Background: an optimization exercise with open tools, aiming at a short achievable clock period and few clock cycles per item. Do not read the settings as production practice. RTL that was checked went through simulation tests only; none was proved equivalent to the original. The RTL of run 5 was laid out without a check of its function. The flow treats the clock pin as an ideal source, which a real chip does not have. Power and IR drop assume default switching activity.

==> flow/design.v <==
module wav12_compressor (
    input  wire        clk,
    input  wire        rst,
    input  wire        start,
    input  wire [3:0]  cfg_shift,
    input  wire [15:0] cfg_nsamples,
    output wire        idle,
    output wire        done,
    input  wire        in_valid,
    input  wire [15:0] in_sample,
    output wire        in_ready,
    output wire        out_valid,
    output wire [7:0]  out_data,
    output wire        out_last,
    input  wire        out_ready
);
    reg        idle_q, done_q, in_ready_q, start_q, stall_q;
    reg [15:0] rem;          
    reg [15:0] shift_oh;     
    wire go      = start & idle_q;
    wire take    = in_valid & in_ready_q;
    wire cfg_nz  = |cfg_nsamples;
    reg        take_q;
    wire rem_is0 = take_q ? (rem == 16'd1) : (rem == 16'd0);
    wire rem_is1 = take_q ? (rem == 16'd2) : (rem == 16'd1);
    wire adv     = ~stall_q;
    reg        v0, l0;
    reg [15:0] raw;
    wire       v0_hold = v0 & stall_q;
    wire       v0_next = take | v0_hold;
    always @(posedge clk) begin
        if (!v0_hold) begin
            raw <= in_sample;
            l0  <= rem_is1;
        end
        if (rst) v0 <= 1'b0;
        else     v0 <= v0_next;
    end
    reg        v1, l1;
    reg signed [15:0] x1;
    reg signed [17:0] x1_3;          
    wire [30:0] raw_x = {{15{raw[15]}}, raw};
    reg  [15:0] xq;
    integer b;
    always @* begin
        for (b = 0; b < 16; b = b + 1)
            xq[b] = |(shift_oh & raw_x[b +: 16]);
    end
    wire signed [17:0] xq1 = $signed(xq);
    always @(posedge clk) begin
        if (adv) begin
            x1   <= $signed(xq);
            x1_3 <= xq1 + (xq1 <<< 1);
            l1   <= l0;
        end
        if (rst)      v1 <= 1'b0;
        else if (adv) v1 <= v0;
    end
    reg signed [15:0] p1;            
    reg signed [19:0] g;             
    reg signed [19:0] h;             
    wire signed [19:0] xw    = x1;
    wire signed [19:0] x3w   = x1_3;
    wire signed [19:0] p1w   = p1;
    wire signed [19:0] e_pos = xw - g;
    wire signed [19:0] e_neg = g - xw;
    wire signed [19:0] g_nx  = x3w + h;
    wire signed [19:0] h_nx  = p1w - x3w;
    reg        v2, l2, neg2;
    reg [19:0] ad2;
    reg [15:0] x2;
    always @(posedge clk) begin
        if (start_q) begin
            p1 <= 16'sd0;
            g  <= 20'sd0;
            h  <= 20'sd0;
        end else if (adv & v1) begin
            p1 <= x1;
            g  <= g_nx;
            h  <= h_nx;
        end
        if (adv) begin
            ad2  <= e_pos[19] ? e_neg : e_pos;
            neg2 <= e_pos[19];
            x2   <= x1;
            l2   <= l1;
        end
        if (rst)      v2 <= 1'b0;
        else if (adv) v2 <= v1;
    end
    reg  [2:0] pos_acc;
    reg [15:0] sel;
    integer i;
    always @* begin
        sel[0] = |ad2[19:15];
        for (i = 2; i <= 15; i = i + 1)
            sel[i] = ad2[i-1] & ~(|(ad2[19:0] >> i));
        sel[1] = ~(|ad2[19:1]);
    end
    reg [3:0] code_c;
    reg [4:0] sh_c;
    reg [1:0] nf_c;
    reg [2:0] nb_c, pos_c;
    reg [4:0] t_w;
    integer j;
    always @* begin
        code_c = 4'd0; sh_c = 5'd0; nf_c = 2'd0; nb_c = 3'd0; pos_c = 3'd0;
        for (j = 0; j <= 15; j = j + 1) begin
            t_w = {2'b00, pos_acc} + ((j == 0) ? 5'd20 : 5'd5 + j[4:0]);
            if (sel[j]) begin
                code_c = code_c | (j[3:0] - 4'd1);
                sh_c   = sh_c | (5'd27 - j[4:0] - {2'b00, pos_acc});
                nf_c   = nf_c | t_w[4:3];
                nb_c   = nb_c | ({1'b0, t_w[4:3]} + {2'b00, l2 & (t_w[2:0] != 3'd0)});
                pos_c  = pos_c | t_w[2:0];
            end
        end
    end
    wire esc_c = sel[0];
    reg        v3, l3, neg3, esc3;
    reg [14:0] mag3;
    reg [15:0] x3;
    reg [3:0]  code3;
    reg [4:0]  sh3;          
    reg [2:0]  pos3;
    reg [1:0]  nf3;          
    reg [2:0]  nb3;          
    always @(posedge clk) begin
        if (adv) begin
            mag3  <= ad2[14:0];
            neg3  <= neg2;
            esc3  <= esc_c;
            x3    <= x2;
            code3 <= code_c;
            sh3   <= sh_c;
            pos3  <= pos_acc;
            nf3   <= nf_c;
            nb3   <= nb_c;
            l3    <= l2;
        end
        if (start_q)
            pos_acc <= 3'd0;
        else if (adv & v2)
            pos_acc <= pos_c;
        if (rst)      v3 <= 1'b0;
        else if (adv) v3 <= v2;
    end
    reg  [7:0]  carry;
    wire [31:0] head_n = {code3, ~neg3, 27'd0} >> pos3;
    wire [31:0] mag_n  = {17'd0, mag3} << sh3;
    wire [31:0] unit_e = {4'hF, x3, 12'd0} >> pos3;
    wire [31:0] al4    = esc3 ? unit_e : (head_n | mag_n);
    wire [31:0] m4     = al4 | {carry, 24'd0};
    reg  [7:0]  part4;
    always @* begin
        case (nf3)
            2'd0: part4 = m4[31:24];
            2'd1: part4 = m4[23:16];
            2'd2: part4 = m4[15:8];
            default: part4 = m4[7:0];
        endcase
    end
    reg        v4, l4, nbnz4;
    reg [31:0] m4q;
    reg [2:0]  nb4, nb4m1;
    always @(posedge clk) begin
        if (adv) begin
            m4q   <= m4;
            nb4   <= nb3;
            nb4m1 <= nb3 - 3'd1;
            nbnz4 <= (nb3 != 3'd0);
            l4    <= l3;
        end
        if (start_q)
            carry <= 8'd0;
        else if (adv & v3)
            carry <= part4;
        if (rst) v4 <= 1'b0;
        else     v4 <= adv & v3;
    end
    reg [7:0] fdata [0:15];
    reg       flast [0:15];
    reg [3:0] wptr, rptr;
    reg [4:0] count;
    wire [2:0] wn = v4 ? nb4 : 3'd0;           
    wire       nonempty = (count != 5'd0);
    wire       byp      = ~ov_q & ~nonempty & v4 & nbnz4;
    integer k;
    always @(posedge clk) begin
        for (k = 0; k < 16; k = k + 1) begin : wr
            reg [3:0] rel;
            reg [2:0] lane;
            reg       we;
            rel  = k[3:0] - wptr;
            lane = rel[2:0] + {2'b00, byp};
            we   = v4 & (byp ? ({1'b0, rel} + 5'd1 < {2'b00, nb4})
                              : (rel < {1'b0, nb4}));
            if (we) begin
                case (lane[1:0])
                    2'd0: fdata[k] <= m4q[31:24];
                    2'd1: fdata[k] <= m4q[23:16];
                    2'd2: fdata[k] <= m4q[15:8];
                    default: fdata[k] <= m4q[7:0];
                endcase
                flast[k] <= l4 & (lane == nb4 - 3'd1);
            end
        end
    end
    reg       ov_q, ol_q;
    reg [7:0] od_q;
    wire       load     = ~ov_q | out_ready;
    wire       pop      = load & nonempty;
    wire [4:0] cnt_wn   = count + {2'b00, wn};
    wire [4:0] cnt_add  = byp ? {2'b00, nb4m1} : cnt_wn;
    wire [4:0] cnt_sub  = cnt_wn - 5'd1;
    wire [3:0] rptr_inc = rptr + 4'd1;
    always @(posedge clk) begin
        if (byp) begin
            od_q <= m4q[31:24];
            ol_q <= l4 & (nb4 == 3'd1);
        end else if (load) begin
            od_q <= fdata[rptr];
            ol_q <= flast[rptr];
        end
        if (rst) begin
            ov_q  <= 1'b0;
            rptr  <= 4'd0;
            wptr  <= 4'd0;
            count <= 5'd0;
        end else begin
            if (byp)       ov_q <= 1'b1;
            else if (load) ov_q <= nonempty;
            rptr  <= pop ? rptr_inc : rptr;
            wptr  <= wptr + (byp ? {1'b0, nb4m1} : {1'b0, wn});
            count <= pop ? cnt_sub : cnt_add;
        end
    end
    wire stall_next = ~byp & (cnt_wn > 5'd8);
    wire last_out  = ov_q & ol_q & out_ready;
    wire done_next = last_out | (go & ~cfg_nz);
    wire rdy_take  = ~rem_is0 & ~rem_is1 & ~stall_next;
    wire rdy_idle  = ~rem_is0 & (~v0_hold | ~stall_next);
    always @(posedge clk) begin
        if (idle_q) begin
            rem     <= cfg_nsamples;
            shift_oh <= 16'd1 << cfg_shift;
        end else if (take_q) begin
            rem     <= rem - 16'd1;
        end
        if (rst) begin
            idle_q     <= 1'b1;
            done_q     <= 1'b0;
            in_ready_q <= 1'b0;
            start_q    <= 1'b0;
            stall_q    <= 1'b0;
            take_q     <= 1'b0;
        end else begin
            take_q  <= take;
            done_q  <= done_next;
            start_q <= go;
            stall_q <= stall_next;
            if (go)             idle_q <= ~cfg_nz;
            else if (last_out)  idle_q <= 1'b1;
            if (idle_q)
                in_ready_q <= go & cfg_nz;
            else
                in_ready_q <= take ? rdy_take : rdy_idle;
        end
    end
    assign idle      = idle_q;
    assign done      = done_q;
    assign in_ready  = in_ready_q;
    assign out_valid = ov_q;
    assign out_data  = od_q;
    assign out_last  = ol_q;
endmodule
==> flow/flow/run.sh <==
#!/bin/bash
set -euo pipefail
K=("SETUP_SLACK_MARGIN=7.4" "BUFFER_PORTS_ARGS=-buffer_cell sky130_fd_sc_hd__buf_4")
RES=orfs/results/$FLOW_PLATFORM/wav12_compressor/base
bash standard.sh "${K[@]}" cts > standard_cts.log 2>&1
RES=$RES openroad -no_init -exit flow/rmroot.tcl > rmroot.log 2>&1
if [[ -f $RES/4_cts.odb.new ]]; then
  cp $RES/4_cts.odb.new $RES/4_1_cts.odb
  sleep 1
  mv $RES/4_cts.odb.new $RES/4_cts.odb
  touch $RES/4_cts.sdc
fi
bash standard.sh "${K[@]}" finish > standard_finish.log 2>&1
==> flow/flow/rmroot.tcl <==
set res $::env(RES)
read_db $res/4_cts.odb
set block [ord::get_db_block]
set port_net [$block findNet clk]
set root ""
foreach it [$port_net getITerms] {
  set inst [$it getInst]
  if {[string match "clkbuf_0_*" [$inst getName]]} { set root $inst }
}
if {$root eq ""} { puts "no root buffer"; exit 0 }
set out_net [[$root findITerm X] getNet]
set loads {}
foreach it [$out_net getITerms] {
  if {[$it getInst] ne $root} { lappend loads $it }
}
set n_port [llength [$port_net getITerms]]
puts "root [$root getName] drives [llength $loads] pins; port drives $n_port pins"
if {[llength $loads] + $n_port - 1 > 4} { puts "too many loads, keeping the root"; exit 0 }
foreach it $loads {
  $it disconnect
  $it connect $port_net
}
[$root findITerm A] disconnect
odb::dbInst_destroy $root
odb::dbNet_destroy $out_net
$port_net setSigType CLOCK
puts "port now drives [llength [$port_net getITerms]] pins"
write_db $res/4_cts.odb.new
==> flow/standard.sh <==
#!/bin/bash
# synth_recipe.tcl (not shown) runs the flow's synth.tcl, then flattens the netlist and writes it again
# the make line also repeats each setting of config.mk as NAME=value (left out here)
make -C /OpenROAD-flow-scripts/flow DESIGN_CONFIG=/design/flow/config.mk WORK_HOME=/design/flow/orfs CLKGATE_MAP_FILE= SYNTH_SCRIPT=/design/flow/synth_recipe.tcl "${@:-finish}"
==> flow/config.mk <==
export PLATFORM = sky130hd
export DESIGN_NAME = wav12_compressor
export DESIGN_NICKNAME = wav12_compressor
export VERILOG_FILES = /design/flow/design.v
export SDC_FILE = /design/flow/constraint.sdc
export NUM_CORES = 4
export LEC_CHECK = 0
export CAP_MARGIN = 20
export CORE_MARGIN = 2
export CORE_UTILIZATION = 40
export PLACE_DENSITY = 0.6
export SLEW_MARGIN = 20
==> flow/constraint.sdc <==
create_clock -name core_clock -period 10.0 [get_ports {clk}]
set_input_delay 2.0000 -clock core_clock [delete_from_list [all_inputs] [get_ports {clk}]]
set_output_delay 2.0000 -clock core_clock [all_outputs]
set_load 0.01 [all_outputs]
==> results of run 1 <==
## logic make-up after synthesis
kind of cell | Yosys count
fa+ha+maj | 192
mux | 140
buf+inv | 282
xor+xnor | 109
simple gates | 745
flops | 455
compound gates | 717
## cell type report
cell class / count / area share (%)
Timing Repair inverter: 4 / 0.0925
Inverter: 139 / 1.62
Clock buffer: 63 / 3.91
Timing Repair Buffer: 382 / 10.1
Clock inverter: 34 / 0.887
Tap cell: 882 / 3.02
Sequential cell: 455 / 35.1
Multi-Input combinational cell: 1904 / 45.4
## cells in the mapped netlist, drive strengths merged, types with 12 or more instances
master / count
a211oi: 22
a21o: 37
a21oi: 200
a221o: 12
a221oi: 30
a222oi: 20
a22o: 33
a22oi: 57
a31oi: 39
and2: 19
and3: 12
buf: 26
clkbuf: 117
dfxtp: 91
edfxtp: 364
ha: 185
inv: 136
mux2: 27
mux2i: 83
mux4: 30
nand2: 238
nand2b: 36
nand3: 55
nand4: 22
nor2: 185
nor2b: 40
nor3: 59
nor4: 14
o211ai: 16
o21a: 13
o21ai: 128
o31ai: 12
or2: 12
or3: 19
xnor2: 72
xor2: 37
## worst register-to-register path: cells and delay by family (launching register included)
family,cells,cell delay [ns]
AO/OA/AOI/OAI,6,0.97
XOR/XNOR,1,0.14
adder cells (fa/ha/maj),1,0.25
AND/OR/NAND/NOR,4,0.81
buffers and inverters,3,0.45
flip-flops,1,0.47
## through the flow
| step | std cells | power (mW) | utilization (%) | hold WS [ns] |
|---|---|---|---|---|
| finish | 3863 | 9.18 | 53.4 | 0.417 |
| global route | 3863 | 9.64 | 53.4 | 0.422 |
| CTS | 3776 | 8.71 | 50.7 | 0.418 |
| detailed placement | 3448 | 6.23 | 42.8 | 0.405 |
| global placement | 3448 | 6.17 | 42.8 | 0.401 |
| floorplan | 2640 | 5.34 | - | 0.400 |
## sequential cells by signal, summed over array words and instances (netlist names), 16 cells and up
name      flops
h            19
p1           16
raw          16
x2           16
shift_oh     16
ad2          20
fdata       128
flast        16
x3           16
x1_3         18
g            20
rem          16
m4q          32
## metal layers
metal / wire, um / vias to the layer above / part of all wire, %
li1: - / 10600 / -
met5: 0 / - / 0
met4: 4010 / 0 / 4.6
met1: 35700 / 11300 / 41
met2: 43100 / 884 / 49
met3: 4770 / 229 / 5.4
## power by group
part	internal [mW]	switching [mW]	leakage, nW
Combinational	1.86	2.30	8.64
Sequential	2.66	0.427	4.25
Clock	1.13	0.800	0.833
## path summary, 6_finish.rpt
path                              start  endpoint  slack, ns  cells after the start
worst max register to register  raw[11]  x1_3[14]       6.67                     15
worst min-delay path                 l0        l1       0.42                      0
worst min register to register       l0        l1       0.42                      0
worst max-delay path            raw[11]  x1_3[14]       6.67                     15
## what timing repair did
item | in CTS | in global routing
hold buffers | 0 | 0
setup buffers | 222 | 83
gates resized for setup | 333 | 228
setup endpoints to repair | 398 | 369
gates cloned | 8 | 5
pin swaps | 109 | 138
==> results.ini, run 1 <==
[status]
outcome=no timing/DRC/antenna violations

[power_and_ir_drop]
power_density_mw_per_mm2=251
cellLeakagePower_nw=13.7
vdd.ir_drop.worst_v=0.000202

[global_route]
grtUsageMet1_pct=29.4
grtUsageMet2_pct=41.1
grt-ovfl-total=0
grt_pass1_vias=22700
grt_use_met3_pct=2.84
grt_util_all_layers_pct=23.4
antenna_found_initial=0
busiest_layer=met2
grt_max_degree=141
grt_pass1_wl_um=131000

[timing]
clock_skew_ns=0.0478
fmax_mhz=301
final_max_slew_viol_count=0
hold_violations=0
period_needed_ns=3.33
period_share_pct=33.3
rsz0062_at_grt=yes
fin_ws_ns=6.67
setup_viol=0
worst_slew_pin_slew_ns=0.883
setup-tns-final_ns=0
max-slew-margin-rel_pct=40.7

[synthesis]
synth_area_per_cell_sq_um=10.4
synth-compound-area-share_pct=17.4
synthCells=2640
yosys_warnings=3
synth_seq_cells=455
synth.mux.area_fraction_pct=6.58
ys_seq_area_share_pct=46.3
synth_top_family_by_area=compound AO/OA/AOI/OAI gates
synthSimpleGateAreaFrac_pct=13.2
synth_edf_count=364
synth_top_cell_by_area=edfxtp_1
synth_flop_cell=edfxtp_1
netlist_area_sq_mm=0.0275
synth_fa_ha_area_share_pct=8.92
synth_nets=2873
ys_types=93
async_reset_ff_share_pct=0
synth_top_cell_area_share_pct=39.7
synthTopCellsByArea=edfxtp_1 40%, ha_1 8.4%, dfxtp_1 6.6%
synth-xor-area-share_pct=3.47

[layout]
fin_area_sq_mm=0.0365
multiInputGateArea_sq_mm=0.0166
drive_above_1_share_pct=33.1
nNetsFinal=3170
syn_to_final_growth_pct=32.6
diodes=0
final_common_cell=edfxtp_1
layout_common_cells=364 x edfxtp_1, 277 x buf_4, 224 x nand2_1, 148 x nor2_1, 148 x a21oi_1
fill_cells=5691
final-seq-area_sq_mm=0.0128

[cts]
clk_pin_slew_worst_paths_ns=0.06
cts_tree=yes
cts_buffers=52
cts_root_buffer=clkbuf_16
cts.sinks=455
htreeDepth=2
clockBufferDepth=3
clkLatencyLatePin_ns=0.44

[floorplan]
initial_core_util_pct=40.3
rows=96
die_h_um=266
die_w_um=266
dieArea_sq_mm=0.0709
core-area_sq_mm=0.0683
io-pin-count=54

[worst_setup_path]
cp_num_buf_inv=3
slowest_delay_ns=0.47
slowest_stage=edfxtp_1
cp_top_family=compound AO/OA/AOI/OAI gates
cp_data_arrival_time_ns=3.50
path_cells=buf_4, a22oi_2, nand4_1, or3_4, buf_6, buf_6, ha_4, a21o_1, a21oi_2, nand2b_4, a21oi_4, o2111ai_2, a31o_2, nor2b_4, xnor2_2
worstPathMaxFanout=4
critical_path_class=flop to flop
cp-end-kind=flop
critPathLaunchType=flop
crit_top_cell=buf_6
required_ns=10.17

[drt]
drcViolationCount=0
dr.pass1.iters=6
drt_wl_total_um=87500
initialDrtViolationCount=2258
vias_per_cell=5.94
via_count=22900
avgRoutedWirePerCell_um=22.7
drtAntennaViolNets=0

[placement]
place_area_sq_mm=0.0293
gp_congestion=0.905
pre_cts_ws_ns=6.22
io_buffers=53
dp_hpwl_um=54600

[min_path]
hold_class=flop to flop

[run]
drv_cap=0

Testbench counts, summed over its fixed seeds: cycles 77,185, samples 57,887.
==> inputs of run 2 (changes only) <==
--- a/flow/design.v
+++ b/flow/design.v
@@ -24,14 +24,21 @@
     wire rem_is0 = take_q ? (rem == 16'd1) : (rem == 16'd0);
     wire rem_is1 = take_q ? (rem == 16'd2) : (rem == 16'd1);
     wire adv     = ~stall_q;
+    wire [30:0] in_x = {{15{in_sample[15]}}, in_sample};
+    reg  [15:0] xq;
+    integer b;
+    always @* begin
+        for (b = 0; b < 16; b = b + 1)
+            xq[b] = |(shift_oh & in_x[b +: 16]);
+    end
     reg        v0, l0;
-    reg [15:0] raw;
+    reg [15:0] x0;
     wire       v0_hold = v0 & stall_q;
     wire       v0_next = take | v0_hold;
     always @(posedge clk) begin
         if (!v0_hold) begin
-            raw <= in_sample;
-            l0  <= rem_is1;
+            x0 <= xq;
+            l0 <= rem_is1;
         end
         if (rst) v0 <= 1'b0;
         else     v0 <= v0_next;
@@ -39,18 +46,11 @@
     reg        v1, l1;
     reg signed [15:0] x1;
     reg signed [17:0] x1_3;          
-    wire [30:0] raw_x = {{15{raw[15]}}, raw};
-    reg  [15:0] xq;
-    integer b;
-    always @* begin
-        for (b = 0; b < 16; b = b + 1)
-            xq[b] = |(shift_oh & raw_x[b +: 16]);
-    end
-    wire signed [17:0] xq1 = $signed(xq);
-    always @(posedge clk) begin
-        if (adv) begin
-            x1   <= $signed(xq);
-            x1_3 <= xq1 + (xq1 <<< 1);
+    wire signed [17:0] x0w = $signed(x0);
+    always @(posedge clk) begin
+        if (adv) begin
+            x1   <= $signed(x0);
+            x1_3 <= x0w + (x0w <<< 1);
             l1   <= l0;
         end
         if (rst)      v1 <= 1'b0;
@@ -160,16 +160,14 @@
             default: part4 = m4[7:0];
         endcase
     end
-    reg        v4, l4, nbnz4;
+    reg        v4, l4;
     reg [31:0] m4q;
-    reg [2:0]  nb4, nb4m1;
-    always @(posedge clk) begin
-        if (adv) begin
-            m4q   <= m4;
-            nb4   <= nb3;
-            nb4m1 <= nb3 - 3'd1;
-            nbnz4 <= (nb3 != 3'd0);
-            l4    <= l3;
+    reg [2:0]  nb4;
+    always @(posedge clk) begin
+        if (adv) begin
+            m4q <= m4;
+            nb4 <= nb3;
+            l4  <= l3;
         end
         if (start_q)
             carry <= 8'd0;
@@ -180,63 +178,55 @@
     end
     reg [7:0] fdata [0:15];
     reg       flast [0:15];
-    reg [3:0] wptr, rptr;
+    reg [3:0] wptr, rptr, rptr1;     
     reg [4:0] count;
     wire [2:0] wn = v4 ? nb4 : 3'd0;           
-    wire       nonempty = (count != 5'd0);
-    wire       byp      = ~ov_q & ~nonempty & v4 & nbnz4;
     integer k;
     always @(posedge clk) begin
         for (k = 0; k < 16; k = k + 1) begin : wr
             reg [3:0] rel;
-            reg [2:0] lane;
-            reg       we;
-            rel  = k[3:0] - wptr;
-            lane = rel[2:0] + {2'b00, byp};
-            we   = v4 & (byp ? ({1'b0, rel} + 5'd1 < {2'b00, nb4})
-                              : (rel < {1'b0, nb4}));
-            if (we) begin
-                case (lane[1:0])
+            rel = k[3:0] - wptr;
+            if (rel < {1'b0, wn}) begin
+                case (rel[1:0])
                     2'd0: fdata[k] <= m4q[31:24];
                     2'd1: fdata[k] <= m4q[23:16];
                     2'd2: fdata[k] <= m4q[15:8];
                     default: fdata[k] <= m4q[7:0];
                 endcase
-                flast[k] <= l4 & (lane == nb4 - 3'd1);
+                flast[k] <= l4 & (rel[2:0] == nb4 - 3'd1);
             end
         end
     end
     reg       ov_q, ol_q;
     reg [7:0] od_q;
-    wire       load     = ~ov_q | out_ready;
-    wire       pop      = load & nonempty;
-    wire [4:0] cnt_wn   = count + {2'b00, wn};
-    wire [4:0] cnt_add  = byp ? {2'b00, nb4m1} : cnt_wn;
-    wire [4:0] cnt_sub  = cnt_wn - 5'd1;
-    wire [3:0] rptr_inc = rptr + 4'd1;
-    always @(posedge clk) begin
-        if (byp) begin
-            od_q <= m4q[31:24];
-            ol_q <= l4 & (nb4 == 3'd1);
-        end else if (load) begin
-            od_q <= fdata[rptr];
-            ol_q <= flast[rptr];
-        end
+    wire       xfer    = ov_q & out_ready;
+    wire       cnt_is0 = (count == 5'd0);
+    wire       cnt_is1 = (count == 5'd1);
+    wire [4:0] cnt_add = count + {2'b00, wn};
+    wire [4:0] cnt_sub = cnt_add - 5'd1;
+    wire [7:0] hd0 = cnt_is0 ? m4q[31:24] : fdata[rptr];
+    wire       hl0 = cnt_is0 ? (l4 & (nb4 == 3'd1)) : flast[rptr];
+    wire [7:0] hd1 = cnt_is1 ? m4q[31:24] : fdata[rptr1];
+    wire       hl1 = cnt_is1 ? (l4 & (nb4 == 3'd1)) : flast[rptr1];
+    always @(posedge clk) begin
+        od_q <= xfer ? hd1 : hd0;
+        ol_q <= xfer ? hl1 : hl0;
         if (rst) begin
             ov_q  <= 1'b0;
             rptr  <= 4'd0;
+            rptr1 <= 4'd1;
             wptr  <= 4'd0;
             count <= 5'd0;
         end else begin
-            if (byp)       ov_q <= 1'b1;
-            else if (load) ov_q <= nonempty;
-            rptr  <= pop ? rptr_inc : rptr;
-            wptr  <= wptr + (byp ? {1'b0, nb4m1} : {1'b0, wn});
-            count <= pop ? cnt_sub : cnt_add;
-        end
-    end
-    wire stall_next = ~byp & (cnt_wn > 5'd8);
-    wire last_out  = ov_q & ol_q & out_ready;
+            ov_q  <= xfer ? (cnt_sub != 5'd0) : (cnt_add != 5'd0);
+            rptr  <= xfer ? rptr1 : rptr;
+            rptr1 <= xfer ? rptr1 + 4'd1 : rptr1;
+            wptr  <= wptr + {1'b0, wn};
+            count <= xfer ? cnt_sub : cnt_add;
+        end
+    end
+    wire stall_next = cnt_add > 5'd8;
+    wire last_out  = xfer & ol_q;
     wire done_next = last_out | (go & ~cfg_nz);
     wire rdy_take  = ~rem_is0 & ~rem_is1 & ~stall_next;
     wire rdy_idle  = ~rem_is0 & (~v0_hold | ~stall_next);
==> results.ini, run 2 <==
[drt]
drtAntennaViolNets=0  ; unchanged
avgRoutedWirePerCell_um=23.3  ; +2.8%
via_count=24200  ; +5.4%
initialDrtViolationCount=2514  ; +11%
drcViolationCount=0  ; unchanged
vias_per_cell=6.06  ; +2.1%
drt_wl_total_um=92800  ; +6.1%
dr.pass1.iters=8  ; +2

[cts]
clkLatencyLatePin_ns=0.45  ; about the same
clockBufferDepth=3  ; unchanged
cts.sinks=455  ; unchanged
cts_tree=yes
cts_root_buffer=clkbuf_16
clk_pin_slew_worst_paths_ns=0.06  ; about the same
cts_buffers=51  ; -1.9%
cts-hold-fix-buffers=0  ; unchanged
htreeDepth=2  ; unchanged

[min_path]
hold_class=flop to flop
holdPathStages=0  ; unchanged

[timing]
clock_skew_ns=0.0433  ; -0.00454 ns
setup_viol=0  ; unchanged
holdWs_ns=0.418  ; +0.00145 ns
worst_slew_pin_slew_ns=0.962  ; +0.0781 ns
period_needed_ns=3.12  ; -0.212 ns
max-slew-margin-rel_pct=35.2  ; -5.5 points
final_max_slew_viol_count=0  ; unchanged
setup-tns-final_ns=0  ; unchanged
fmax_mhz=321  ; +6.8%
period_share_pct=31.2  ; -2.1 points
hold_violations=0  ; unchanged
rsz0062_at_grt=yes

[placement]
gp_congestion=0.930  ; +2.9%
dp_hpwl_um=61800  ; +13%
io_buffers=53  ; unchanged

[global_route]
grt_pass1_vias=23400  ; +3.0%
grt_util_all_layers_pct=24.8  ; +1.4 points
antenna_found_initial=1  ; +1
grt-ovfl-total=0  ; unchanged
grt_pass1_wl_um=139000  ; +6.3%
grtUsageMet1_pct=33.6  ; +4.1 points
grt_max_degree=160  ; +13%
grt_use_met3_pct=3.94  ; +1.1 points
busiest_layer=met2
grtUsageMet2_pct=40.7  ; -0.41 points

[power_and_ir_drop]
vdd.ir_drop.worst_v=0.000165  ; -19%
internal_power_mw=5.36  ; -5.2%
swShare_pct=37.6  ; -0.79 points
pwr-share-clk_pct=22.2  ; +1.2 points
pwr-share-comb_pct=43.6  ; -1.8 points
power.switching_mw=3.23  ; -8.3%
pwr-share-seq_pct=34.2  ; +0.6 points
cellLeakagePower_nw=13.2  ; -3.9%
power_density_mw_per_mm2=241  ; -3.9%

[layout]
top_register=fdata
top_regs=fdata x128, m4q x32
final_util_pct=51.0  ; -2.5 points
final_common_cell=edfxtp_1
largest_register_ff_count=128  ; unchanged
syn_to_final_growth_pct=26.6
drive_above_1_share_pct=28.0  ; -5.2 points
nNetsFinal=3224  ; +1.7%
layout_common_cells=351 x edfxtp_1, 253 x nand2_1, 227 x buf_4, 179 x a21oi_1, 153 x nor2_1
diodes=0  ; unchanged

[synthesis]
synth_edf_count=351  ; -3.6%
synth_top_cell_by_area=edfxtp_1
yosys_warnings=3  ; unchanged
synth_top_family_by_area=compound AO/OA/AOI/OAI gates
async_reset_ff_share_pct=0  ; unchanged
synth_top_cell_area_share_pct=37.5  ; -2.2 points
synth-compound-area-share_pct=19.5  ; +2.1 points
synth_commonest_cells=351 x edfxtp_1, 277 x nand2_1, 214 x a21oi_1
synth_area_per_cell_sq_um=10.1  ; -3.4%
ys_types=90  ; -3.2%
synth.mux.area_fraction_pct=7.11  ; +0.53 points
netlist_area_sq_mm=0.0281  ; +2.0%
ys_seq_area_share_pct=44.9  ; -1.4 points
synth_seq_cells=455  ; unchanged
synthSimpleGateAreaFrac_pct=13.1  ; -0.12 points
synthCells=2789  ; +5.6%
synthTopCellsByArea=edfxtp_1 38%, ha_1 7.6%, dfxtp_1 7.4%
synth_nets=3008  ; +4.7%
synth-xor-area-share_pct=2.84  ; -0.63 points
synth_flop_cell=edfxtp_1
synth_fa_ha_area_share_pct=8.14  ; -0.77 points
yosysMostFrequentCell=edfxtp_1

[worst_setup_path]
cp_num_buf_inv=2  ; -1
rr_worst_depth=11  ; -4
slowest_stage=or4_4
cp-end-kind=flop
cp_top_family=simple AND/OR/NAND/NOR gates
path_depth=11  ; -4
path_cells=inv_4, ha_4, nand4_1, or3_4, o211ai_4, xnor2_4, inv_6, or4_4, o41ai_4, o41ai_2, xor2_1
cp_data_arrival_time_ns=3.29  ; -0.21 ns
critPathLaunchType=flop
required_ns=10.18  ; about the same
critical_path_class=flop to flop
worstPathMaxFanout=7  ; +3
slowest_delay_ns=0.55  ; +0.08 ns

[floorplan]
die_h_um=269  ; +0.99%
dieArea_sq_mm=0.0724  ; +2.0%
io-pin-count=54  ; unchanged
core-area_sq_mm=0.0698  ; +2.1%
die_w_um=269  ; +0.99%
initial_core_util_pct=40.2  ; about the same
rows=97  ; +1.0%

[run]
drv_cap=0  ; unchanged

[status]
outcome=no timing/DRC/antenna violations

## run 2: cell types whose count changed after synthesis, sizes merged, moves of 18 or more
cell    delta
inv       +18
o21ai     +25
a222oi    +31
mux2i     +26
nand2     +39
## run 2: kinds of logic (layout without fill, tap and decap cells)
family          count (synthesis)  after routing
buf+inv                       317            574
mux                           164            164
xor+xnor                       89             89
fa+ha+maj                     178            178
compound gates                810            810
flops                         455            455
simple gates                  776            777
## run 2: final timing paths
check	start	endpoint	slack [ns]
worst max register to register	x1_3[17]	ad2[18]	6.88
worst max-delay path	x1_3[17]	ad2[18]	6.88
worst min register to register	nb3[0]	nb4[0]	0.42
worst min-delay path	nb3[0]	nb4[0]	0.42
## run 2: power by group through the flow
stage	registers, mW	logic (mW)	clock network, mW
final	2.94	3.74	1.91
after global routing	2.98	4.02	2.01
after CTS	2.93	3.30	1.98
after detailed placement	3.00	2.73	0
after global placement	2.98	2.70	0
after floorplan	2.78	2.14	0
## run 2: worst register-to-register path, stage by stage (launching register included)
cell	delay, ns
edfxtp_1	0.40
inv_4	0.09
ha_4	0.33
nand4_1	0.16
or3_4	0.42
o211ai_4	0.26
xnor2_4	0.19
inv_6	0.09
or4_4	0.56
o41ai_4	0.07
o41ai_2	0.13
xor2_1	0.15
## run 2: layout make-up
class,instances,area [sq um]
inverter,156,638
timing repair inverter,1,5.00
timing repair buffer,323,2930
tap,940,1180
clock buffer,64,1340
multi-input combinational,2018,16400
clock inverter,30,363
fill,6151,34200
sequential,455,12700
## run 2: metrics by stage
step | std cells | power [mW] | instance area, sq um | setup WS [ns]
finish | 3987 | 8.59 | 35600 | 6.88
global route | 3987 | 9.01 | 35600 | 6.80
CTS | 3901 | 8.20 | 33900 | 6.85
detailed placement | 3646 | 5.73 | 29700 | 5.91
global placement | 3646 | 5.68 | 29700 | 6.01
floorplan | 2789 | 4.92 | 28900 | 6.41
## run 2: metal layers
layer,up-vias,wire length [um]
met2,1124,43300
li1,11000,-
met3,240,7210
met4,0,3430
met5,-,0
met1,11800,38900
## run 2: repair_timing
| item | 4_1_cts | 5_1_grt |
|---|---|---|
| resized for setup | 286 | 232 |
| gates cloned | 1 | 2 |
| setup buffers | 159 | 85 |
| pin swaps | 80 | 139 |
| setup endpoints to repair | 269 | 223 |
Testbench counts of run 2, summed over its fixed seeds: cycles 77,004, samples 57,887.
==> inputs of run 3 (changes only) <==
--- a/flow/design.v
+++ b/flow/design.v
@@ -67,7 +67,7 @@
     wire signed [19:0] g_nx  = x3w + h;
     wire signed [19:0] h_nx  = p1w - x3w;
     reg        v2, l2, neg2;
-    reg [19:0] ad2;
+    reg [19:0] ep2, en2;             
     reg [15:0] x2;
     always @(posedge clk) begin
         if (start_q) begin
@@ -80,7 +80,8 @@
             h  <= h_nx;
         end
         if (adv) begin
-            ad2  <= e_pos[19] ? e_neg : e_pos;
+            ep2  <= e_pos;
+            en2  <= e_neg;
             neg2 <= e_pos[19];
             x2   <= x1;
             l2   <= l1;
@@ -88,6 +89,7 @@
         if (rst)      v2 <= 1'b0;
         else if (adv) v2 <= v1;
     end
+    wire [19:0] ad2 = neg2 ? en2 : ep2;     
     reg  [2:0] pos_acc;
     reg [15:0] sel;
     integer i;
==> results.ini, run 3 <==
[status]
outcome=no timing/DRC/antenna violations

[synthesis]
synth_flop_cell=edfxtp_1
synthSimpleGateAreaFrac_pct=12.9  ; -0.19 points
synth_fa_ha_area_share_pct=7.99  ; -0.15 points
synth_top_cell_area_share_pct=38.5  ; +0.99 points
netlist_area_sq_mm=0.0288  ; +2.4%
yosys_warnings=3  ; unchanged
synth.mux.area_fraction_pct=7.01  ; -0.098 points
synthCells=2828  ; +1.4%
synth_area_per_cell_sq_um=10.2  ; +1.0%
synth_commonest_cells=369 x edfxtp_1, 260 x nand2_1, 205 x a21oi_1
yosysMostFrequentCell=edfxtp_1
synth_edf_count=369  ; +5.1%
synth_seq_cells=473  ; +4.0%
synth_top_cell_by_area=edfxtp_1
synthTopCellsByArea=edfxtp_1 39%, ha_1 7.4%, dfxtp_1 7.2%
synth_nets=3048  ; +1.3%
async_reset_ff_share_pct=0  ; unchanged
synth-xor-area-share_pct=3.26  ; +0.42 points
synth_top_family_by_area=compound AO/OA/AOI/OAI gates
ys_types=78  ; -13%
synth-compound-area-share_pct=18.8  ; -0.76 points
ys_seq_area_share_pct=45.8  ; +0.82 points

[global_route]
antenna_found_initial=1  ; unchanged
grt_pass1_wl_um=140000  ; +0.82%
grt_util_all_layers_pct=24.1  ; -0.71 points
grt-ovfl-total=0  ; unchanged
grt_max_degree=87  ; -46%
grt_pass1_vias=23700  ; +1.3%

[worst_setup_path]
path_depth=1  ; -10
crit_start=od_q[2]
rr_worst_depth=18  ; +7
cp-end-kind=primary output
cp_top_family=flip-flops
cp_num_buf_inv=1  ; -1
critPathLaunchType=flop
ff2ff_setup_slack_ns=7.20  ; +0.32 ns
slowest_delay_ns=0.36  ; -0.19 ns
slowest_stage=dfxtp_4
cp_data_arrival_time_ns=0.95  ; -2.34 ns
required_ns=8.00  ; -2.18 ns
worstPathMaxFanout=1  ; -6
reg2reg_from=x1_3[0]
reg2reg_to=ep2[4]
critical_path_class=flop to primary output
path_cells=buf_6

[floorplan]
die_h_um=272  ; +1.2%
die_w_um=272  ; +1.2%
core-area_sq_mm=0.0714  ; +2.3%
rows=98  ; +1.0%
dieArea_sq_mm=0.0741  ; +2.4%
initial_core_util_pct=40.3  ; +0.062 points
io-pin-count=54  ; unchanged

[timing]
rsz0062_at_grt=yes
fmax_mhz=339  ; +5.7%
setup_viol=0  ; unchanged
hold_violations=0  ; unchanged
setup-tns-final_ns=0  ; unchanged
worst_slew_pin_slew_ns=0.941  ; -0.0207 ns
final_max_slew_viol_count=0  ; unchanged
clock_skew_ns=0.0561  ; +0.0128 ns
max-slew-margin-rel_pct=37.3  ; +2.1 points
period_share_pct=29.5  ; -1.7 points
holdWs_ns=0.419  ; +0.000529 ns
period_needed_ns=2.95  ; -0.167 ns

[power_and_ir_drop]
vdd.ir_drop.worst_v=0.000147  ; -11%
power.switching_mw=3.22  ; -0.38%
cellLeakagePower_nw=13.4  ; +1.6%
internal_power_mw=5.38  ; +0.38%
pwr-share-seq_pct=34.8  ; +0.6 points
pwr-share-comb_pct=41.2  ; -2.4 points
power_density_mw_per_mm2=241  ; -0.26%
pwr-share-clk_pct=24.1  ; +1.9 points
swShare_pct=37.5  ; -0.18 points

[layout]
nNetsFinal=3217  ; -0.22%
diodes=0  ; unchanged
fill_cells=6393  ; +3.9%
syn_to_final_growth_pct=24.1
top_register=fdata
largest_register_ff_count=128  ; unchanged
top_regs=fdata x128, m4q x32
final_common_cell=edfxtp_1
layout_common_cells=369 x edfxtp_1, 241 x nand2_1, 184 x buf_4, 176 x a21oi_1, 167 x nor2_1
drive_above_1_share_pct=24.2  ; -3.8 points

[drt]
avgRoutedWirePerCell_um=23.1  ; -0.64%
dr.pass1.iters=10  ; +2
drt_wl_total_um=92400  ; -0.52%
drtAntennaViolNets=0  ; unchanged
vias_per_cell=6.09  ; +0.48%
via_count=24300  ; +0.60%
initialDrtViolationCount=2721  ; +8.2%
drcViolationCount=0  ; unchanged

[cts]
clockBufferDepth=3  ; unchanged
clk_pin_slew_worst_paths_ns=0.06  ; about the same
htreeDepth=2  ; unchanged
cts.sinks=473  ; +4.0%
cts_root_buffer=clkbuf_16
clkLatencyLatePin_ns=0.46  ; about the same
cts_tree=yes
cts_buffers=53  ; +3.9%

[placement]
dp_hpwl_um=62000  ; +0.29%
io_buffers=53  ; unchanged
gp_congestion=0.951  ; +2.2%

[min_path]
holdPathStages=0  ; unchanged
min_to=x3[12]
hold_class=flop to flop
min_from=x2[12]

[run]
drv_cap=0  ; unchanged

==> run 3: cell count changes after synthesis, sizes merged, moves of 9 or more <==
cell | previous run | this run
o21a | 13 | 22
nand2 | 277 | 260
nor3 | 51 | 66
nor2b | 40 | 50
a21oi | 214 | 205
o22ai | 24 | 14
edfxtp | 351 | 369
nand3 | 62 | 80
o21ai | 153 | 129
inv | 154 | 166
xnor2 | 62 | 80
==> run 3: cell type report <==
| cell class | count | area (sq um) | share of cell area, % |
|---|---|---|---|
| multi-input cells | 2027 | 16100 | 45.1 |
| clock buffers | 66 | 1460 | 4.08 |
| well taps | 950 | 1190 | 3.33 |
| clock inverters | 33 | 428 | 1.20 |
| inverters | 169 | 668 | 1.87 |
| flip-flops and latches | 473 | 13200 | 37.0 |
| repair buffers | 274 | 2620 | 7.35 |
==> run 3: worst max-delay path by stage <==
stage,endpoint
detailed placement,sh3[0]
CTS,in_ready
floorplan,carry[1]
global placement,sh3[0]
finish,out_data[2]
global route,in_ready
==> run 3: routing by layer <==
| layer | track usage, % | share of wire (%) | vias up |
|---|---|---|---|
| met4 | 8.23 | 3.6 | 0 |
| met5 | 0 | 0 | - |
| met1 | 32.8 | 42 | 11900 |
| li1 | - | - | 11000 |
| met3 | 3.65 | 7.9 | 223 |
| met2 | 39.2 | 47 | 1125 |
==> run 3: timing repair <==
item                                    in CTS  in global routing
endpoints found under the setup margin     236                213
resized for setup                          225                190
pin swaps                                   67                104
hold buffers                                 0                  0
setup buffers                              128                 58
gates cloned                                 2                  1
==> run 3: power groups by stage <==
stage	registers [mW]	clock network (mW)	logic, mW
after floorplan	2.87	0	2.09
after global placement	3.05	0	2.73
after detailed placement	3.06	0	2.76
after CTS	2.98	2.15	3.19
after global routing	3.03	2.18	3.81
final	2.99	2.07	3.54
==> run 3: through the flow <==
step	power, mW	cell area (sq um)	setup WS (ns)	util (%)	cells
after detailed placement	5.82	30500	5.90	42.7	3704
after CTS	8.33	34400	6.82	48.2	3934
final	8.60	35700	7.05	50.0	3992
after global routing	9.01	35700	7.04	50.0	3992
after floorplan	4.96	29400	6.04	-	2828
after global placement	5.78	30500	6.00	42.7	3704
==> run 3: cell families after synthesis <==
group,count (synthesis)
compound gates,787
simple gates,786
flops,473
buf+inv,328
fa+ha+maj,179
mux,168
xor+xnor,107
Testbench counts of run 3, summed over its fixed seeds: cycles 77,004, samples 57,887.
==> inputs of run 4 (changes only) <==
--- a/flow/flow/run.sh
+++ b/flow/flow/run.sh
@@ -1,6 +1,6 @@
 #!/bin/bash
 set -euo pipefail
-K=("SETUP_SLACK_MARGIN=7.4" "BUFFER_PORTS_ARGS=-buffer_cell sky130_fd_sc_hd__buf_4")
+K=("SETUP_SLACK_MARGIN=7.7" "BUFFER_PORTS_ARGS=-buffer_cell sky130_fd_sc_hd__buf_4")
 RES=orfs/results/$FLOW_PLATFORM/wav12_compressor/base
 bash standard.sh "${K[@]}" cts > standard_cts.log 2>&1
 RES=$RES openroad -no_init -exit flow/rmroot.tcl > rmroot.log 2>&1
==> results.ini, run 4 <==
[timing]
hold_violations=0  ; unchanged
setup_viol=0  ; unchanged
holdWs_ns=0.414  ; -0.00460 ns
setup-tns-final_ns=0  ; unchanged
rsz0062_at_grt=yes
max-slew-margin-rel_pct=41.7  ; +4.5 points
final_max_slew_viol_count=0  ; unchanged
fmax_mhz=342  ; +0.92%
fin_ws_ns=7.08  ; +0.0269 ns
worst_slew_pin_slew_ns=0.874  ; -0.0668 ns
clock_skew_ns=0.0469  ; -0.00921 ns
period_needed_ns=2.92  ; -0.0269 ns
period_share_pct=29.2  ; -0.27 points

[placement]
dp_cells=3699  ; -0.13%
gp_congestion=0.938  ; -1.4%
pre_cts_ws_ns=5.79  ; -0.103 ns
place_area_sq_mm=0.0308  ; +1.1%
io_buffers=53  ; unchanged
dp_hpwl_um=62200  ; +0.29%

[layout]
fin_area_sq_mm=0.0379  ; +6.3%
top_regs=fdata x128, m4q x32
syn_to_final_growth_pct=31.9
top_register=fdata
nNetsFinal=3288  ; +2.2%
diodes=0  ; unchanged
largest_register_ff_count=128  ; unchanged
fin_cells=4064  ; +1.8%
drive_above_1_share_pct=31.6  ; +7.4 points
layout_common_cells=369 x edfxtp_1, 217 x nand2_1, 191 x buf_4, 159 x nor2_1, 153 x a21oi_1
final_common_cell=edfxtp_1

[synthesis]
netlist_area_sq_mm=0.0288  ; unchanged
synthCells=2828  ; unchanged
synth_top_cell_by_area=edfxtp_1
synthTopCellsByArea=edfxtp_1 39%, ha_1 7.4%, dfxtp_1 7.2%
synth_area_per_cell_sq_um=10.2  ; unchanged
synth_edf_count=369  ; unchanged
synth_commonest_cells=369 x edfxtp_1, 260 x nand2_1, 205 x a21oi_1
synth_flop_cell=edfxtp_1
synth_top_cell_area_share_pct=38.5  ; unchanged
synth_nets=3048  ; unchanged
async_reset_ff_share_pct=0  ; unchanged
ys_seq_area_share_pct=45.8  ; unchanged
synth_seq_cells=473  ; unchanged
ys_types=78  ; unchanged
yosys_warnings=3  ; unchanged
yosysMostFrequentCell=edfxtp_1

[floorplan]
die_w_um=272  ; unchanged
initial_core_util_pct=40.3  ; unchanged
rows=98  ; unchanged
core-area_sq_mm=0.0714  ; unchanged
die_h_um=272  ; unchanged
dieArea_sq_mm=0.0741  ; unchanged
io-pin-count=54  ; unchanged

[power_and_ir_drop]
pwr-share-clk_pct=22.3  ; -1.8 points
pwr-share-comb_pct=45.4  ; +4.2 points
vdd.ir_drop.worst_v=0.000163  ; +11%
swShare_pct=37.5  ; +0.084 points
power_density_mw_per_mm2=243  ; +1.1%
power.switching_mw=3.47  ; +7.7%
pwr-share-seq_pct=32.2  ; -2.6 points
internal_power_mw=5.77  ; +7.3%
cellLeakagePower_nw=14.1  ; +5.5%

[cts]
clk_pin_slew_worst_paths_ns=0.06  ; about the same
htreeDepth=2  ; unchanged
clkLatencyLatePin_ns=0.45  ; about the same
cts.sinks=473  ; unchanged
cts_root_buffer=clkbuf_16
cts-hold-fix-buffers=0  ; unchanged
clockBufferDepth=3  ; unchanged
cts_buffers=54  ; +1.9%
cts_tree=yes

[worst_setup_path]
required_ns=8.00  ; about the same
slowest_delay_ns=0.37  ; about the same
worstPathMaxFanout=2  ; +1
slowest_stage=dfxtp_4
critPathLaunchType=flop
critical_path_class=flop to primary output
cp_num_buf_inv=1  ; unchanged
cp_top_family=flip-flops
path_cells=buf_6
cp_data_arrival_time_ns=0.92  ; -0.03 ns
cp-end-kind=primary output

[drt]
drcViolationCount=0  ; unchanged
drtAntennaViolNets=0  ; unchanged
initialDrtViolationCount=2677  ; -1.6%
drt_wl_total_um=94000  ; +1.8%
via_count=24700  ; +1.4%
avgRoutedWirePerCell_um=23.1  ; about the same
dr.pass1.iters=10  ; unchanged
vias_per_cell=6.07  ; -0.37%

[run]
drv_cap=0  ; unchanged

[global_route]
grt_pass1_vias=24300  ; +2.8%
grt_util_all_layers_pct=24.6  ; +0.53 points
grt_pass1_wl_um=144000  ; +2.3%
antenna_found_initial=0  ; -1
grt_max_degree=74  ; -15%
grt-ovfl-total=0  ; unchanged

[status]
outcome=no timing/DRC/antenna violations

[min_path]
hold_class=flop to flop

## run 4: cell counts after synthesis
Identical to the previous run, type by type.
## run 4: power groups by stage
stage / clock (mW) / sequential (mW) / combinational, mW
floorplan: 0 / 2.88 / 2.12
global placement: 0 / 3.06 / 2.77
detailed placement: 0 / 3.07 / 2.80
CTS: 2.14 / 2.96 / 3.69
global route: 2.16 / 3.02 / 4.50
finish: 2.06 / 2.98 / 4.20
## run 4: final timing paths
check	startpoint	endpoint	slack [ns]	cells past startpoint
hold reg to reg	l3	l4	0.41	0
setup / recovery	in_ready_q	in_ready	7.08	1
setup reg to reg	x1_3[0]	g[14]	7.12	15
hold / removal	l3	l4	0.41	0
## run 4: metrics by stage
stage	total power [mW]	util (%)
2_1_floorplan	5.00	-
3_3_place_gp	5.83	43.2
3_5_place_dp	5.87	43.2
4_1_cts	8.79	50.8
5_1_grt	9.68	53.2
6_report	9.24	53.2
## run 4: cell families (layout without fill, tap and decap cells)
group	after synthesis	in the layout	synth area share, %
xor+xnor	107	107	3.26
fa+ha+maj	179	179	7.99
flops	473	473	45.8
compound gates	787	787	18.8
simple gates	786	787	12.9
mux	168	168	7.01
buf+inv	328	613	4.34
## run 4: repair_timing
action | 4_1_cts | 5_1_grt
pin swaps | 142 | 156
setup endpoints to repair | 430 | 259
resized for setup | 427 | 224
gates cloned | 3 | 3
setup buffers | 182 | 76
## run 4: layer usage
layer	routed length, um	vias to the layer above	share of wire, %	global-route usage, %
met2	44700	1142	48	40.8
met3	6840	233	7.3	2.92
met5	0	-	0	0
met4	3620	0	3.9	9.49
li1	-	11200	-	-
met1	38800	12100	41	33.0
## run 4: final cells by class
type	instances	area (sq um)
fill	6112	33400
multi-input combinational	2028	17400
sequential	473	13200
timing repair buffer	343	3610
clock buffer	70	1480
tap	950	1190
inverter	169	683
clock inverter	31	384
==> inputs of run 5 (changes only) <==
--- a/flow/design.v
+++ b/flow/design.v
@@ -43,53 +43,38 @@
         if (rst) v0 <= 1'b0;
         else     v0 <= v0_next;
     end
-    reg        v1, l1;
-    reg signed [15:0] x1;
-    reg signed [17:0] x1_3;          
-    wire signed [17:0] x0w = $signed(x0);
-    always @(posedge clk) begin
-        if (adv) begin
-            x1   <= $signed(x0);
-            x1_3 <= x0w + (x0w <<< 1);
-            l1   <= l0;
-        end
-        if (rst)      v1 <= 1'b0;
-        else if (adv) v1 <= v0;
-    end
     reg signed [15:0] p1;            
     reg signed [19:0] g;             
     reg signed [19:0] h;             
-    wire signed [19:0] xw    = x1;
-    wire signed [19:0] x3w   = x1_3;
+    wire signed [19:0] xw    = $signed(x0);
+    wire signed [19:0] x2w   = xw <<< 1;
     wire signed [19:0] p1w   = p1;
     wire signed [19:0] e_pos = xw - g;
     wire signed [19:0] e_neg = g - xw;
-    wire signed [19:0] g_nx  = x3w + h;
-    wire signed [19:0] h_nx  = p1w - x3w;
+    wire signed [19:0] g_nx  = xw + x2w + h;
+    wire signed [19:0] h_nx  = p1w - xw - x2w;
     reg        v2, l2, neg2;
-    reg [19:0] ep2, en2;             
+    reg [19:0] ad2;
     reg [15:0] x2;
     always @(posedge clk) begin
         if (start_q) begin
             p1 <= 16'sd0;
             g  <= 20'sd0;
             h  <= 20'sd0;
-        end else if (adv & v1) begin
-            p1 <= x1;
+        end else if (adv & v0) begin
+            p1 <= x0;
             g  <= g_nx;
             h  <= h_nx;
         end
         if (adv) begin
-            ep2  <= e_pos;
-            en2  <= e_neg;
+            ad2  <= e_pos[19] ? e_neg : e_pos;
             neg2 <= e_pos[19];
-            x2   <= x1;
-            l2   <= l1;
+            x2   <= x0;
+            l2   <= l0;
         end
         if (rst)      v2 <= 1'b0;
-        else if (adv) v2 <= v1;
-    end
-    wire [19:0] ad2 = neg2 ? en2 : ep2;     
+        else if (adv) v2 <= v0;
+    end
     reg  [2:0] pos_acc;
     reg [15:0] sel;
     integer i;
--- a/flow/flow/run.sh
+++ b/flow/flow/run.sh
@@ -1,6 +1,6 @@
 #!/bin/bash
 set -euo pipefail
-K=("SETUP_SLACK_MARGIN=7.7" "BUFFER_PORTS_ARGS=-buffer_cell sky130_fd_sc_hd__buf_4")
+K=("SETUP_SLACK_MARGIN=7.4" "BUFFER_PORTS_ARGS=-buffer_cell sky130_fd_sc_hd__buf_4")
 RES=orfs/results/$FLOW_PLATFORM/wav12_compressor/base
 bash standard.sh "${K[@]}" cts > standard_cts.log 2>&1
 RES=$RES openroad -no_init -exit flow/rmroot.tcl > rmroot.log 2>&1
==> results.ini, run 5 <==
[drt]
vias_per_cell=6.15  ; +1.3%
drt_wl_total_um=88600  ; -5.8%
avgRoutedWirePerCell_um=23.3  ; +0.86%
via_count=23300  ; -5.4%
drtAntennaViolNets=0  ; unchanged
drcViolationCount=0  ; unchanged
dr.pass1.iters=10  ; unchanged
initialDrtViolationCount=2810  ; +5.0%

[synthesis]
synth_commonest_cells=318 x edfxtp_1, 303 x nand2_1, 210 x a21oi_1
synth_seq_cells=420  ; -11%
ys_seq_area_share_pct=42.9  ; -2.8 points
synth_flop_cell=edfxtp_1
yosys_warnings=3  ; unchanged
synth_top_cell_by_area=edfxtp_1
async_reset_ff_share_pct=0  ; unchanged
yosysMostFrequentCell=edfxtp_1
synth_top_cell_area_share_pct=35.4  ; -3.2 points
synth_nets=2951  ; -3.2%
synth_edf_count=318  ; -14%
synth_area_per_cell_sq_um=9.94  ; -2.3%
synthCells=2717  ; -3.9%
netlist_area_sq_mm=0.0270  ; -6.1%
ys_types=87  ; +12%
synthTopCellsByArea=edfxtp_1 35%, dfxtp_1 7.6%, ha_1 7.3%

[timing]
fmax_mhz=290  ; -15%
holdWs_ns=0.422  ; +0.00836 ns
fin_ws_ns=6.55  ; -0.526 ns
final_max_slew_viol_count=0  ; unchanged
period_share_pct=34.5  ; +5.3 points
setup-tns-final_ns=0  ; unchanged
worst_slew_pin_slew_ns=0.943  ; +0.0687 ns
hold_violations=0  ; unchanged
rsz0062_at_grt=yes
period_needed_ns=3.45  ; +0.526 ns
setup_viol=0  ; unchanged
max-slew-margin-rel_pct=36.8  ; -4.9 points
clock_skew_ns=0.0249  ; -0.0220 ns

[worst_setup_path]
critical_path_class=flop to flop
rr_worst_depth=14  ; -1
crit_top_cell=buf_6
reg2reg_from=x0[1]
worstPathMaxFanout=3  ; +1
slowest_delay_ns=0.57  ; +0.20 ns
slowest_stage=fa_2
cp-end-kind=flop
critPathLaunchType=flop
reg2reg_to=g[19]
required_ns=10.28  ; +2.28 ns
ff2ff_setup_slack_ns=6.55  ; -0.57 ns
cp_data_arrival_time_ns=3.72  ; +2.80 ns
path_cells=buf_6, buf_6, fa_2, inv_2, fa_2, nor2b_4, o2111ai_2, nand4b_1, buf_6, a221oi_4, o41ai_4, nand2_1, and3_1, or3_1

[floorplan]
dieArea_sq_mm=0.0696  ; -6.0%
core-area_sq_mm=0.0670  ; -6.1%
die_w_um=264  ; -3.1%
rows=95  ; -3.1%
io-pin-count=54  ; unchanged
die_h_um=264  ; -3.1%
initial_core_util_pct=40.3  ; about the same

[global_route]
grt_pass1_wl_um=132000  ; -8.0%
grt-ovfl-total=0  ; unchanged
grt_pass1_vias=22600  ; -7.0%
grt_util_all_layers_pct=24.0  ; -0.59 points
antenna_found_initial=0  ; unchanged
grt_max_degree=99  ; +34%

[placement]
dp_hpwl_um=59900  ; -3.6%
io_buffers=53  ; unchanged
gp_congestion=0.987  ; +5.3%
dp_cells=3503  ; -5.3%
pre_cts_ws_ns=5.83  ; +0.0400 ns
place_area_sq_mm=0.0284  ; -7.7%

[layout]
largest_register_ff_count=128  ; unchanged
multiInputGateArea_sq_mm=0.0159  ; -8.7%
nNetsFinal=3119  ; -5.1%
layout_common_cells=318 x edfxtp_1, 283 x nand2_1, 186 x buf_4, 183 x a21oi_1, 164 x nor2_1
drive_above_1_share_pct=25.3  ; -6.3 points
syn_to_final_growth_pct=24.5
final_common_cell=edfxtp_1
diodes=0  ; unchanged
fin_area_sq_mm=0.0336  ; -11%
fill_cells=5941  ; -2.8%
final-seq-area_sq_mm=0.0116  ; -12%
top_register=fdata
final_util_pct=50.2  ; -3.0 points
top_regs=fdata x128, m4q x32
fin_cells=3797  ; -6.6%

[run]
drv_cap=0  ; unchanged

[power_and_ir_drop]
power.total_mw=8.68  ; -6.0%
power_density_mw_per_mm2=258  ; +6.0%
cellLeakagePower_nw=12.7  ; -10%
vdd.ir_drop.worst_v=0.000186  ; +14%

[min_path]
min_from=nb3[2]
hold_class=flop to flop
min_to=nb4[2]
holdPathStages=0  ; unchanged

[status]
outcome=no timing/DRC/antenna violations

[cts]
clk_pin_slew_worst_paths_ns=0.06  ; about the same
clockBufferDepth=3  ; unchanged
cts_tree=yes
cts_root_buffer=clkbuf_16
htreeDepth=2  ; unchanged
clkLatencyLatePin_ns=0.41  ; -0.04 ns
cts_buffers=47  ; -13%
cts.sinks=420  ; -11%

==> run 5: report_power, final <==
group / switching, mW / internal (mW) / leakage, nW / total, mW
registers: 0.376 / 2.35 / 3.90 / 2.73
logic: 2.29 / 1.90 / 8.00 / 4.18
clock network: 0.712 / 1.06 / 0.778 / 1.77
total: 3.37 / 5.31 / 12.7 / 8.68
==> run 5: worst max path at each step <==
stage	start	to	slack [ns]	cells past startpoint
after floorplan	x0[1]	ad2[13]	6.65	15
after global placement	x0[10]	ad2[15]	5.97	13
after detailed placement	x0[9]	ad2[13]	5.83	13
after CTS	x0[1]	ad2[13]	6.57	14
after global routing	x0[1]	g[19]	6.42	15
final	x0[1]	g[19]	6.55	14
==> run 5: timing repair <==
| item | CTS | global route |
|---|---|---|
| gates cloned | 1 | 8 |
| pin swaps | 76 | 85 |
| hold buffers | 0 | 0 |
| setup buffers | 122 | 76 |
| setup endpoints to repair | 233 | 197 |
| resized for setup | 228 | 195 |
==> run 5: cell type report <==
cell class	count	share of cell area [%]
inverters	139	1.73
flip-flops and latches	420	34.6
well taps	873	3.25
repair inverters	2	0.0409
clock inverters	28	0.960
clock buffers	59	3.78
repair buffers	282	8.47
multi-input cells	1994	47.2
==> run 5: kinds of logic after synthesis <==
group / Yosys count / share of synthesized area, %
adder cells (fa/ha/maj): 193 / 9.94
buffers and inverters: 303 / 4.39
multiplexers: 165 / 7.17
AND/OR/NAND/NOR: 762 / 13.0
AO/OA/AOI/OAI: 786 / 19.8
flip-flops: 420 / 42.9
XOR/XNOR: 88 / 2.85
==> run 5: per-layer routing <==
metal	part of all wire (%)	vias to the layer above	GRT usage (%)
met5	0	-	0
met4	4.9	0	10.7
met3	7.0	284	2.76
met2	48	1159	40.5
met1	41	11300	31.2
li1	-	10600	-
==> run 5: worst max-delay path: cells and delay by family (launching register included) <==
family          cells  cell delay [ns]
fa+ha+maj           2             0.99
simple gates        5             0.91
compound gates      3             0.52
flops               1             0.42
buf+inv             4             0.48

-- separate check: timing with driven ports --
The flow's constraints put no driver on any port. The routed layouts listed below were extracted and timed again, unchanged, in two steps.
Step 1 sets driving cells, clkbuf_16 on the clock port and buf_2 on the other inputs (assumed; they add their load-dependent delay and slew).
Step 2 adds t to the input delays and takes it off the output delays; t is the mean of the earliest and latest rising clock arrival at the registers after step 1. Input paths then give back, and output paths get back, about the clock's delay inside the block.
Slacks: ideal ports / drivers / drivers and shift; pairs: ideal ports / drivers.
run	shift t [ns]	slack for setup (ns)	hold slack, ns	worst setup path at the end
run 1	0.529	6.673 / 6.673 / 6.673	0.417 / 0.417 / 0.417	register to register
run 2	0.548	6.885 / 6.885 / 6.812	0.418 / 0.418 / 0.418	input to register
run 3	0.552	7.052 / 6.932 / 6.929	0.419 / 0.419 / 0.419	input to register
run 4	0.552	7.079 / 6.953 / 6.914	0.414 / 0.414 / 0.414	input to register
run 5	0.518	6.553 / 6.553 / 6.553	0.422 / 0.422 / 0.422	register to register
After both steps every run listed still meets setup and hold. The setup slack of run 4, which loses most, moves by -0.126 ns with the drivers and by -0.165 ns with both steps.
